This design comes from an exercise in tuning for small area, a short achievable clock period and few clock cycles per item on the open sky130 flow, not from production work.
The RTL was checked by simulation tests, not by an equivalence proof against the original design.
Power is estimated from default activity; no workload was simulated.

Design crc_engine, start of the top module:
module crc_engine (
    input  wire        clk,
    input  wire        rst,
    input  wire        cmd_valid,
    output wire        cmd_ready,
    input  wire [7:0]  cmd_op,
    input  wire [31:0] cmd_acc,
    input  wire [15:0] cmd_len,
    input  wire        data_valid,
    output wire        data_ready,
    input  wire [31:0] data,
    output wire        rsp_valid,
    input  wire        rsp_ready,
    output wire [3:0]  rsp_status,
    output wire [31:0] rsp_value
);
For scale: ~760 cells after synthesis, about 130 I/O pins, about 7000 um^2 of cells after synthesis.
Settings: LEC_CHECK=0, CAP_MARGIN=20, CORE_MARGIN=2, CORE_UTILIZATION=60, CTS_BUF_LIST=sky130_fd_sc_hd__clkbuf_4 sky130_fd_sc_hd__clkbuf_8, SETUP_SLACK_MARGIN=2.5, SLEW_MARGIN=20, SYNTH_HIERARCHICAL=1, SYNTH_MEMORY_MAX_BITS=16384; clock period 5.0 ns.
standard.sh (not shown) runs the stock make flow with config.mk's settings and CLKGATE_MAP_FILE= SYNTH_SCRIPT=/design/flow/synth_recipe.tcl, a recipe that flattens the netlist after the stock synthesis.
==> flow/flow/run.sh <==
#!/bin/bash
# The standard layout, with plain buffers on the ports: buffer_ports picks a
# clock delay cell by default, which is larger and slower than buf_1.
set -euo pipefail
bash standard.sh synth > synth.log 2>&1
export BUFFER_PORTS_ARGS="-buffer_cell sky130_fd_sc_hd__buf_1"
bash standard.sh > layout.log 2>&1
Testbench counts at the start, summed over its fixed seeds: cycles 107,278, bytes 379,321.
Then changed:
==> flow/run.sh (new file) <==
#!/bin/bash
# synth_recipe.tcl (not shown) runs the flow's synth.tcl, then flattens the netlist and writes it again
# the make line also repeats each setting of config.mk as NAME=value (left out here)
make -C /OpenROAD-flow-scripts/flow DESIGN_CONFIG=/design/flow/config.mk WORK_HOME=/design/flow/orfs CLKGATE_MAP_FILE= SYNTH_SCRIPT=/design/flow/synth_recipe.tcl finish
CORE_UTILIZATION = 40   (was 60)
CTS_BUF_LIST = default   (was sky130_fd_sc_hd__clkbuf_4 sky130_fd_sc_hd__clkbuf_8)
removed: flow/flow/run.sh
removed: flow/standard.sh
After rerunning: Power grows by 1.7%; wire length grows by 2.5%; worst setup slack gains 140 ps; global-route usage shrinks by 10 points; cell area grows by 9.8%; count of clock-buffer cells in the layout is unchanged; area after synthesis stays the same.
Then changed:
SETUP_SLACK_MARGIN = default   (was 2.5)
Outcome: First-iteration DRC count came out higher by 0.79%; final area falls by 8.5%; synthesized cell count is unchanged; sequential share of layout area climbs by 0.88 points; sequential cell count does not change; maximum frequency drops by 24%; final cell count shrinks by 0.45%.
Then changed:
==> flow/flow/run.sh (new file) <==
#!/bin/bash
# The standard layout, with plain buffers on the ports: buffer_ports picks a
# clock delay cell by default, which is larger and slower than buf_1.
set -euo pipefail
bash standard.sh synth > synth.log 2>&1
export BUFFER_PORTS_ARGS="-buffer_cell sky130_fd_sc_hd__buf_1"
bash standard.sh > layout.log 2>&1
==> flow/standard.sh (new file) <==
#!/bin/bash
# synth_recipe.tcl (not shown) runs the flow's synth.tcl, then flattens the netlist and writes it again
# the make line also repeats each setting of config.mk as NAME=value (left out here)
make -C /OpenROAD-flow-scripts/flow DESIGN_CONFIG=/design/flow/config.mk WORK_HOME=/design/flow/orfs CLKGATE_MAP_FILE= SYNTH_SCRIPT=/design/flow/synth_recipe.tcl "${@:-finish}"
SETUP_SLACK_MARGIN = 3.0   (was default)
removed: flow/run.sh
After rerunning:
- The changed run produced a clean layout
- maximum frequency went up by 19%
- design area went up by 38%
- wire length went up by 49%
- sequential share of layout area went down by 4.0 points
- area after synthesis does not change
- core utilization went up by 20 points
- count of clock-buffer cells in the layout went down by 1
- power went up by 63%

* * *

Setup of lane 2:
crc_engine again, from the RTL that the note above started with.
export LEC_CHECK = 0
export CAP_MARGIN = 20
export CORE_MARGIN = 2
export CORE_UTILIZATION = 40
export CTS_BUF_LIST = sky130_fd_sc_hd__clkbuf_4 sky130_fd_sc_hd__clkbuf_8
export SETUP_SLACK_MARGIN = 2.75
export SLEW_MARGIN = 20
export SYNTH_HIERARCHICAL = 1
export SYNTH_MEMORY_MAX_BITS = 16384
create_clock -name core_clock -period 5.0 [get_ports {clk}]
==> flow/flow/run.sh <==
#!/bin/bash
# The standard layout, with plain buffers on the ports: buffer_ports picks a
# clock delay cell by default, which is larger and slower than buf_1.
set -euo pipefail
bash standard.sh synth > synth.log 2>&1
export BUFFER_PORTS_ARGS="-buffer_cell sky130_fd_sc_hd__buf_1"
bash standard.sh > layout.log 2>&1
Testbench counts of lane 2, summed over its fixed seeds: cycles 107,278, bytes 379,321.
The inputs of lane 3 differ from those of lane 2 as listed below.
- CTS_BUF_LIST: sky130_fd_sc_hd__clkbuf_4 sky130_fd_sc_hd__clkbuf_8 -> unset
- SETUP_SLACK_MARGIN: 2.75 -> 2.5
Lane 3 has completed all stages; timing, DRC and antenna checks passed. The core of lane 3 is less densely filled than that of lane 2. Wire length of the first global-routing pass of lane 3 falls short of that of lane 2 by a few percent. The design area reported for lane 3 is smaller than that of lane 2 by about 16%. As far as number of logic stages on the critical path including buffering is concerned, lane 2 and lane 3 perform about the same. Looking at met1 usage across lane 3 and lane 2, the one that comes out higher is lane 2. Diff lane 2 -> lane 3: worst path setup slack after routing shows a reduction of 0.17 ns; sum of net half-perimeters after detailed placement shows no meaningful change.

[what the ideal ports hide]
The flow's constraints put no driver on any port. The routed layouts listed below were extracted and timed again, unchanged, in two steps.
Step 1 assumes that a clkbuf_16 drives the clock port and a buf_2 every other input.
Step 2 adds t to the input delays and takes it off the output delays; t is the mean of the earliest and latest rising clock arrival at the registers after step 1. Input paths then give back, and output paths get back, about the clock's delay inside the block.
Slacks: ideal / step 1 / step 2; pairs: ideal / step 1.
run | t (ns) | slack for setup (ns) | worst hold slack (ns) | clock arrival spread, ns | worst data-port slew with drivers (ns)
the first run of note 1 | 0.395 | 2.331 / 2.331 / 2.278 | 0.502 / 0.502 / 0.502 | 0.017 / 0.016 | 0.05
the second run of note 1 | 0.380 | 2.469 / 2.425 / 2.224 | 0.504 / 0.504 / 0.504 | 0.012 / 0.012 | 0.06
the third run of note 1 | 0.380 | 1.665 / 1.665 / 1.665 | 0.515 / 0.515 / 0.515 | 0.010 / 0.010 | 0.05
the fourth run of note 1 | 0.373 | 2.193 / 2.193 / 2.193 | 0.507 / 0.507 / 0.507 | 0.009 / 0.009 | 0.05
lane 2 | 0.401 | 2.569 / 2.569 / 2.385 | 0.511 / 0.511 / 0.511 | 0.015 / 0.015 | 0.05
lane 3 | 0.384 | 2.400 / 2.400 / 2.283 | 0.500 / 0.500 / 0.500 | 0.014 / 0.014 | 0.05
After both steps every run listed still meets setup and hold. For the second run of note 1, which loses most, drivers alone change the setup slack by -0.044 ns; drivers and shift together by -0.245 ns.
